This is an optimization exercise on Yosys and OpenROAD, whose aim is small area, a short achievable clock period and few clock cycles, not a production implementation.
In this exercise RTL edits were held to simulation tests only and were not proved equivalent to the original.
Power is estimated from default activity; no workload was simulated.

==> run H: inputs <==
## bert_core
module bert_core (
    input  wire        clk,
    input  wire        rst,
    input  wire        cmd_valid,
    output wire        cmd_ready,
    input  wire [63:0] cmd_data,
    output reg         rsp_valid,
    output reg  [3:0]  rsp_status,
    output reg  [63:0] rsp_value,
    output reg         mem_req,
    output reg         mem_we,
    output reg  [31:0] mem_addr,
    output reg  [7:0]  mem_wdata,
    input  wire        mem_gnt,
    input  wire [7:0]  mem_rdata
);
    localparam [3:0] ST_OK      = 4'd0;
    localparam [3:0] ST_ILLEGAL = 4'd1;
    localparam [3:0] ST_CONFIG  = 4'd2;
    localparam [3:0] ST_NOTCONF = 4'd3;
    localparam [3:0] ST_RANGE   = 4'd4;
    localparam [1:0] S_IDLE = 2'd0;
    localparam [1:0] S_DEC  = 2'd1;
    localparam [1:0] S_GEN  = 2'd2;
    localparam [1:0] S_RD   = 2'd3;
    function [31:0] tap_mask(input [5:0] n);
        case (n)
            6'd2:  tap_mask = 32'h00000003;
            6'd3:  tap_mask = 32'h00000006;
            6'd4:  tap_mask = 32'h0000000C;
            6'd5:  tap_mask = 32'h00000014;
            6'd6:  tap_mask = 32'h00000030;
            6'd7:  tap_mask = 32'h00000060;
            6'd8:  tap_mask = 32'h000000E1;
            6'd9:  tap_mask = 32'h00000110;
            6'd10: tap_mask = 32'h00000240;
            6'd11: tap_mask = 32'h00000500;
            6'd12: tap_mask = 32'h00000E08;
            6'd13: tap_mask = 32'h00001C80;
            6'd14: tap_mask = 32'h00003802;
            6'd15: tap_mask = 32'h00006000;
            6'd16: tap_mask = 32'h0000D008;
            6'd17: tap_mask = 32'h00012000;
            6'd18: tap_mask = 32'h00020400;
            6'd19: tap_mask = 32'h00072000;
            6'd20: tap_mask = 32'h00090000;
            6'd21: tap_mask = 32'h00140000;
            6'd22: tap_mask = 32'h00300000;
  ...
Settings: LEC_CHECK=0, CAP_MARGIN=20, CORE_MARGIN=2, CORE_UTILIZATION=40, SLEW_MARGIN=20; clock period 11.0 ns.
run.sh (not shown) runs the stock make flow with config.mk's settings and CLKGATE_MAP_FILE= SYNTH_SCRIPT=/design/flow/synth_recipe.tcl, a recipe that flattens the netlist after the stock synthesis.
==> inputs of run R, as changes to run H <==
--- a/flow/design.v
+++ b/flow/design.v
@@ -17,14 +17,15 @@
     localparam [3:0] ST_OK      = 4'd0;
     localparam [3:0] ST_ILLEGAL = 4'd1;
     localparam [3:0] ST_CONFIG  = 4'd2;
     localparam [3:0] ST_NOTCONF = 4'd3;
     localparam [3:0] ST_RANGE   = 4'd4;
-    localparam [1:0] S_IDLE = 2'd0;
-    localparam [1:0] S_DEC  = 2'd1;
-    localparam [1:0] S_GEN  = 2'd2;
-    localparam [1:0] S_RD   = 2'd3;
+    localparam [2:0] S_IDLE = 3'd0;
+    localparam [2:0] S_DEC  = 3'd1;
+    localparam [2:0] S_GEN  = 3'd2;
+    localparam [2:0] S_RD   = 3'd3;
+    localparam [2:0] S_DEC2 = 3'd4;    
     function [31:0] tap_mask(input [5:0] n);
         case (n)
             6'd2:  tap_mask = 32'h00000003;
             6'd3:  tap_mask = 32'h00000006;
             6'd4:  tap_mask = 32'h0000000C;
@@ -80,11 +81,12 @@
         end
     endfunction
     function [7:0] rev8(input [7:0] v);
         rev8 = {v[0], v[1], v[2], v[3], v[4], v[5], v[6], v[7]};
     endfunction
-    reg [1:0]  st;
+    reg [2:0]  st;
+    reg        rb;            
     reg        rdy;
     reg [7:0]  op;
     reg [23:0] len;           
     assign cmd_ready = rdy;
     wire fmt_o_ok = (len == 24'd0) && (mem_addr[31:6] == 26'd0);
@@ -96,10 +98,12 @@
     wire is_chk_chk  = (op == 8'h21);
     wire is_query    = (op[7:3] == 5'b00101) && (op[2:0] <= 3'd4) && fmt_q_ok;
     wire order_ok  = (c_order >= 6'd2) && (c_order <= 6'd32);
     wire [24:0] rsum      = {1'b0, mem_addr[23:0]} + {1'b0, len};
     wire        range_bad = (&mem_addr[31:24]) && rsum[24] && (rsum[23:0] != 24'd0);
+    wire        hi_addr   = (&mem_addr[31:24]) && (st == S_DEC);
+    wire        rbad      = (st == S_DEC2) && rb;
     reg        gen_conf;
     reg [5:0]  gen_order;
     reg [31:0] gen_h;         
     reg        chk_conf;
     reg [5:0]  chk_order;
@@ -126,10 +130,11 @@
     reg [2:0]  wp;            
     reg [2:0]  rp_s;          
     reg [2:0]  rp_c;          
     reg [2:0]  occ;           
     reg        rvd;           
+    reg [7:0]  head;          
     reg [31:0] hw;            
     reg [7:0]  pfx_s;         
     reg [2:0]  o_s;           
     reg [63:0] hist;          
     reg [7:0]  ebuf;          
@@ -138,13 +143,13 @@
     reg [7:0]  ba;            
     reg [7:0]  nba;           
     reg [7:0]  xba;           
     reg [2:0]  oa;
     reg        vb;
-    reg [7:0]  xb2, bb2, nb2;
+    reg [7:0]  evb;           
+    reg [7:0]  xb2, nb2, mb2;
     reg [2:0]  ob2;
-    reg [4:0]  sk [0:7];      
     reg [7:0]  pfx_c;
     reg [2:0]  o_c;
     reg        fl;            
     reg [7:0]  c_ins;
     reg [7:0]  c_err;
@@ -155,12 +160,11 @@
     wire pipe_busy = (occ != 3'd0) || va || vb || fl || rvd;
     wire rx_busy   = pipe_busy || (rx_c != 7'd0);
     wire chk_busy  = pipe_busy || (c_ins != 8'd0) || c_loss || (c_ins_n != 4'd0) ||
                      (in_c != 7'd0) || (er_c != 7'd0) || (ls_c != 7'd0) || clr;
     wire dec_wait  = (op == 8'h28) ? rx_busy : chk_busy;
-    wire [7:0] fb = fifo[rp_s];
-    wire [7:0] bb = rev8(fb);
+    wire [7:0] bb = rev8(head);
     wire       pm = gen_act || chk_sync;       
     reg [7:0]  lt;            
     reg [7:0]  m;             
     reg [7:0]  nbnc;          
     reg [7:0]  th;            
@@ -208,14 +212,18 @@
     wire [71:0] xw  = uvec >> xsh;
     wire a_done   = !ser || (o_s == 3'd7);
     wire gen_step = !cnt0 && ((ser && (o_s != 3'd7)) || !mem_req || mem_gnt);
     wire a_chk    = !gen_act && !fl && (rp_s != wp);
     wire a_go     = gen_act ? gen_step : a_chk;
+    wire [2:0] rp_s_n = fl ? rp_c : ((a_chk && a_done) ? rp_s + 3'd1 : rp_s);
+    wire [5:0] n  = chk_order;
+    wire [6:0] n2 = {chk_order, 1'b0};
     reg [7:0] m1;
     reg [1:0] w [0:7];
     reg [2:0] p01, p23, p45, p67;
     reg [3:0] p03, p47;
+    reg [4:0] sk [0:7];       
     always @(*) begin
         for (k = 0; k < 8; k = k + 1) begin
             m1[k] = ser ? (k == oa) : (k >= oa);
             w[k]  = !m1[k] ? 2'd1 : {xa[k] & !xba[k], !(xa[k] ^ xba[k])};
         end
@@ -223,67 +231,65 @@
         p23 = {1'b0, w[2]} + {1'b0, w[3]};
         p45 = {1'b0, w[4]} + {1'b0, w[5]};
         p67 = {1'b0, w[6]} + {1'b0, w[7]};
         p03 = {1'b0, p01} + {1'b0, p23};
         p47 = {1'b0, p45} + {1'b0, p67};
+        sk[0] = {3'd0, w[0]};
+        sk[1] = {2'd0, p01};
+        sk[2] = {2'd0, p01} + {3'd0, w[2]};
+        sk[3] = {1'b0, p03};
+        sk[4] = {1'b0, p03} + {3'd0, w[4]};
+        sk[5] = {1'b0, p03} + {2'd0, p45};
+        sk[6] = {1'b0, p03} + ({2'd0, p45} + {3'd0, w[6]});
+        sk[7] = {1'b0, p03} + {1'b0, p47};
     end
-    wire [4:0] s0 = {3'd0, w[0]};
-    wire [4:0] s1 = {2'd0, p01};
-    wire [4:0] s2 = {2'd0, p01} + {3'd0, w[2]};
-    wire [4:0] s3 = {1'b0, p03};
-    wire [4:0] s4 = {1'b0, p03} + {3'd0, w[4]};
-    wire [4:0] s5 = {1'b0, p03} + {2'd0, p45};
-    wire [4:0] s6 = {1'b0, p03} + ({2'd0, p45} + {3'd0, w[6]});
-    wire [4:0] s7 = {1'b0, p03} + {1'b0, p47};
-    wire [5:0] n  = chk_order;
-    wire [6:0] n2 = {chk_order, 1'b0};
-    reg [7:0] mb, le, mz;
-    reg [3:0] ak;                      
+    function [3:0] act_upto(input [2:0] o, input s, input integer kk);
+        act_upto = (kk < o) ? 4'd0 : (s ? 4'd1 : kk + 1 - o);
+    endfunction
+    reg [7:0] le, mz;
+    reg [3:0] ak;
     reg       full, zok, qz, cnd, lossk;
     reg [7:0] ev;
     always @(*) begin
-        for (k = 0; k < 8; k = k + 1)
-            mb[k] = ser ? (k == ob2) : (k >= ob2);
         for (k = 0; k < 8; k = k + 1) begin
             for (i = 0; i < 8; i = i + 1) begin
-                le[i] = mb[i] && (i <= k);
+                le[i] = m1[i] && (i <= k);
                 mz[i] = le[i] && ((i + n) > k);
             end
-            if (ser) ak = (k >= ob2) ? 4'd1 : 4'd0;
-            else     ak = (k >= ob2) ? (k + 1 - ob2) : 4'd0;
+            ak    = act_upto(oa, ser, k);
             full  = ({3'd0, ak} >= rem);
-            cnd   = ((k + 1) >= (ob2 + n)) || ({2'd0, ak} >= zr);
-            zok   = !(|(xb2 & mz)) && cnd;
-            qz    = !(|(bb2 & le)) && ({3'd0, ak} >= qr);
+            cnd   = ((k + 1) >= (oa + n)) || ({2'd0, ak} >= zr);
+            zok   = !(|(xa & mz)) && cnd;
+            qz    = !(|(ba & le)) && ({3'd0, ak} >= qr);
             lossk = ({2'd0, sk[k]} > ({1'b0, slack} + k + 1));
-            ev[k] = mb[k] && (chk_sync ? lossk : (full && zok && !qz));
+            ev[k] = m1[k] && (chk_sync ? lossk : (full && zok && !qz));
         end
     end
-    reg [7:0] cm;                      
-    reg       anyev;
-    reg [2:0] kend;                    
+    wire [3:0] a7  = ser ? 4'd1 : 4'd8 - {1'b0, oa};
+    wire [7:0] xm  = m1 & xa;
+    wire [7:0] bm  = m1 & ba;
+    wire       zx7 = !(|xm);
+    wire       zb7 = !(|bm);
+    reg  [3:0] r7, rq7;
     always @(*) begin
-        anyev = 1'b0;
-        kend  = 3'd7;
+        r7 = 4'd0; rq7 = 4'd0;
         for (k = 0; k < 8; k = k + 1) begin
-            cm[k] = mb[k] && !anyev;
-            if (ev[k] && !anyev) kend = k;
-            anyev = anyev || ev[k];
+            if (xm[k]) r7  = 4'd7 - k;
+            if (bm[k]) rq7 = 4'd7 - k;
         end
-        if (!anyev && ser) kend = ob2;
+        if (ser) begin r7 = 4'd0; rq7 = 4'd0; end
     end
-    wire [3:0] a7  = ser ? 4'd1 : 4'd8 - {1'b0, ob2};
-    wire       zx7 = !(|(mb & xb2));
-    wire       zb7 = !(|(mb & bb2));
-    reg  [3:0] r7, rq7;                
+    reg [7:0] cm;                      
+    reg       anyev;
+    reg [2:0] kend;                    
     always @(*) begin
-        r7 = 4'd0; rq7 = 4'd0;
+        anyev = 1'b0;
+        kend  = ser ? ob2 : 3'd7;
         for (k = 0; k < 8; k = k + 1) begin
-            if (mb[k]) begin
-                if (xb2[k]) r7 = 4'd0; else r7 = r7 + 4'd1;
-                if (bb2[k]) rq7 = 4'd0; else rq7 = rq7 + 4'd1;
-            end
+            cm[k] = mb2[k] && !anyev;
+            if (evb[k] && !anyev) kend = k;
+            anyev = anyev || evb[k];
         end
     end
     wire       b_go   = vb && !fl;
     wire       b_done = (kend == 3'd7);
     wire [7:0] nbf    = (cm & nb2) | (~cm & pfx_c);
@@ -311,10 +317,11 @@
         end
         if (rvd) begin
             fifo[wp] <= mem_rdata;
             wp       <= wp + 3'd1;
         end
+        head <= (rvd && (wp == rp_s_n)) ? mem_rdata : fifo[rp_s_n];
         rvd <= rd_grant;
         occ <= occ + {2'd0, rd_grant} - {2'd0, b_go && b_done};
         if (clr) begin
             rx_v <= 64'd0; rx_c <= 7'd0; rx_s <= 1'b0;
             in_v <= 64'd0; in_c <= 7'd0; in_s <= 1'b0;
@@ -355,17 +362,27 @@
         xa  <= x;
         ba  <= bb;
         nba <= nbv;
         xba <= xw[7:0];
         oa  <= o_s;
-        vb    <= va && !fl;
-        xb2   <= xa;
-        bb2   <= ba;
-        nb2   <= nba;
-        ob2   <= oa;
-        sk[0] <= s0; sk[1] <= s1; sk[2] <= s2; sk[3] <= s3;
-        sk[4] <= s4; sk[5] <= s5; sk[6] <= s6; sk[7] <= s7;
+        vb  <= va && !fl;
+        evb <= ev;
+        xb2 <= xa;
+        nb2 <= nba;
+        mb2 <= m1;
+        ob2 <= oa;
+        if (fl) begin
+            slack <= n;
+            rem   <= n2;
+            zr    <= n;
+            qr    <= n2;
+        end else if (va) begin
+            slack <= slack + 6'd8 - {1'b0, sk[7]};
+            rem   <= subsat(rem, a7);
+            zr    <= zx7 ? subsat({1'b0, zr}, a7) : subsat({1'b0, n}, r7);
+            qr    <= zb7 ? subsat(qr, a7) : subsat(n2, rq7);
+        end
         fl     <= 1'b0;
         c_ins  <= 8'd0;
         c_err  <= 8'd0;
         c_loss <= 1'b0;
         if (b_go) begin
@@ -383,19 +400,10 @@
                 c_loss <= anyev;
             end
             if (anyev) begin
                 fl       <= 1'b1;
                 chk_sync <= !chk_sync;
-                slack    <= n;
-                rem      <= n2;
-                zr       <= n;
-                qr       <= n2;
-            end else begin
-                slack <= slack + 6'd8 - {1'b0, sk[7]};
-                rem   <= subsat(rem, a7);
-                zr    <= zx7 ? subsat({1'b0, zr}, a7) : subsat({1'b0, n}, r7);
-                qr    <= zb7 ? subsat(qr, a7) : subsat(n2, rq7);
             end
         end
         c_ins_n <= pop8(c_ins);
         c_err_n <= pop8(c_err);
         rsp_valid <= 1'b0;
@@ -404,11 +412,11 @@
                 if (cmd_valid) begin
                     rdy <= 1'b0;
                     st  <= S_DEC;
                 end
             end
-            S_DEC: begin
+            S_DEC, S_DEC2: begin
                 cnt  <= len;
                 cnt0 <= (len == 24'd0);
                 cnt1 <= (len == 24'd1);
                 if (!dec_wait && is_gen_fill) begin
                     hw  <= gen_h;
@@ -447,19 +455,29 @@
                             slack     <= c_order;
                             clr       <= 1'b1;
                         end
                     end else if (is_gen_fill) begin
                         if (!gen_conf) rsp_status <= ST_NOTCONF;
-                        else if (range_bad) rsp_status <= ST_RANGE;
+                        else if (hi_addr) begin
+                            rsp_valid <= 1'b0;
+                            rdy       <= 1'b0;
+                            st        <= S_DEC2;
+                            rb        <= range_bad;
+                        end else if (rbad) rsp_status <= ST_RANGE;
                         else if (len != 24'd0) begin
                             rsp_valid <= 1'b0;
                             rdy       <= 1'b0;
                             st        <= S_GEN;
                         end
                     end else if (is_chk_chk) begin
                         if (!chk_conf) rsp_status <= ST_NOTCONF;
-                        else if (range_bad) rsp_status <= ST_RANGE;
+                        else if (hi_addr) begin
+                            rsp_valid <= 1'b0;
+                            rdy       <= 1'b0;
+                            st        <= S_DEC2;
+                            rb        <= range_bad;
+                        end else if (rbad) rsp_status <= ST_RANGE;
                         else if (len != 24'd0) begin
                             rsp_valid <= 1'b0;
                             rdy       <= 1'b0;
                             st        <= S_RD;
                             mem_req   <= 1'b1;
--- a/flow/config.mk
+++ b/flow/config.mk
@@ -6,6 +6,7 @@
 export NUM_CORES = 4
 export LEC_CHECK = 0
 export CAP_MARGIN = 20
 export CORE_MARGIN = 2
 export CORE_UTILIZATION = 40
+export SETUP_SLACK_MARGIN = 5
 export SLEW_MARGIN = 20
==> impl_metrics.py <==
metrics = {
    "outcome": {
        "outcome": "no timing/DRC/antenna violations",
    },
    "cts": {
        "ctsResizeCount": 0,
    },
    "finish": {
        "stdcell_area_sq_mm": 0.0640,
    },
    "grt": {
        "grt_pass1_wl_microns": 269000,
        "grt_pass1_vias": 44629,
    },
    "placed_design": {
        "dp_slack_ns": 3.16,
    },
    "sta": {
        "period_needed_ns": 8.07,
    },
    "die": {
        "die_h_microns": 380,
        "fp.coreArea_sq_mm": 0.140,
    },
    "setup_path": {
        "crit_required_ns": 11.67,
    },
}
-- figures above: run H

==> impl_metrics.py <==
metrics = {
    "setup_path": {
        "crit_required_ns": 11.62,
        "cp_num_cells": 27,
        "startpoint": "oa[1]",
    },
    "grt": {
        "grt_pass1_wl_microns": 257000,
        "grt_pass1_vias": 42567,
    },
    "detailed_routing": {
        "drt-total-wl_microns": 168000,
        "maxUsedRoutingLayer": "met5",
    },
    "outcome": {
        "outcome": "no timing/DRC/antenna violations",
    },
    "placed_design": {
        "io_buffers": 186,
    },
    "pwr": {
        "power_leader": "combinational cells",
        "intPower_mw": 11.3,
    },
    "die": {
        "fp.coreArea_sq_mm": 0.135,
    },
    "sta": {
        "period_needed_ns": 5.95,
        "holdWs_ns": 0.324,
    },
    "cts": {
        "ctsResizeCount": 39,
    },
    "finish": {
        "stdcell_area_sq_mm": 0.0621,
        "seq-cell-share": 0.363,
        "multi_input_area_sq_mm": 0.0303,
    },
    "yosys": {
        "synth_top_family_by_area": "simple AND/OR/NAND/NOR gates",
    },
}
-- figures above: run R

Testbench counts of run H, summed over its fixed seeds: cycles 22,852.
Testbench counts of run R, summed over its fixed seeds: cycles 22,852.

[port drivers added, routing unchanged]
Ports are ideal in the flow. The routed layouts listed here were re-timed in OpenROAD.
Step 1 assumes that a clkbuf_16 drives the clock port and a buf_2 every other input.
Step 2, shift: input delay + t, output delay - t, t = (earliest + latest rising clock arrival at the registers) / 2. This alone moves slack from input paths to output paths.
Three values: ideal, step 1, step 2; two values: the first two.
| run | t, ns | setup slack, ns | worst slew at a driven data input, ns | pins driven straight from the clock port |
|---|---|---|---|---|
| run H | 0.826 | 2.930 / 2.930 / 2.930 | 0.22 | 1 |
| run R | 0.803 | 5.050 / 5.050 / 5.050 | 0.08 | 1 |
After both steps setup and hold are still met in every run listed.
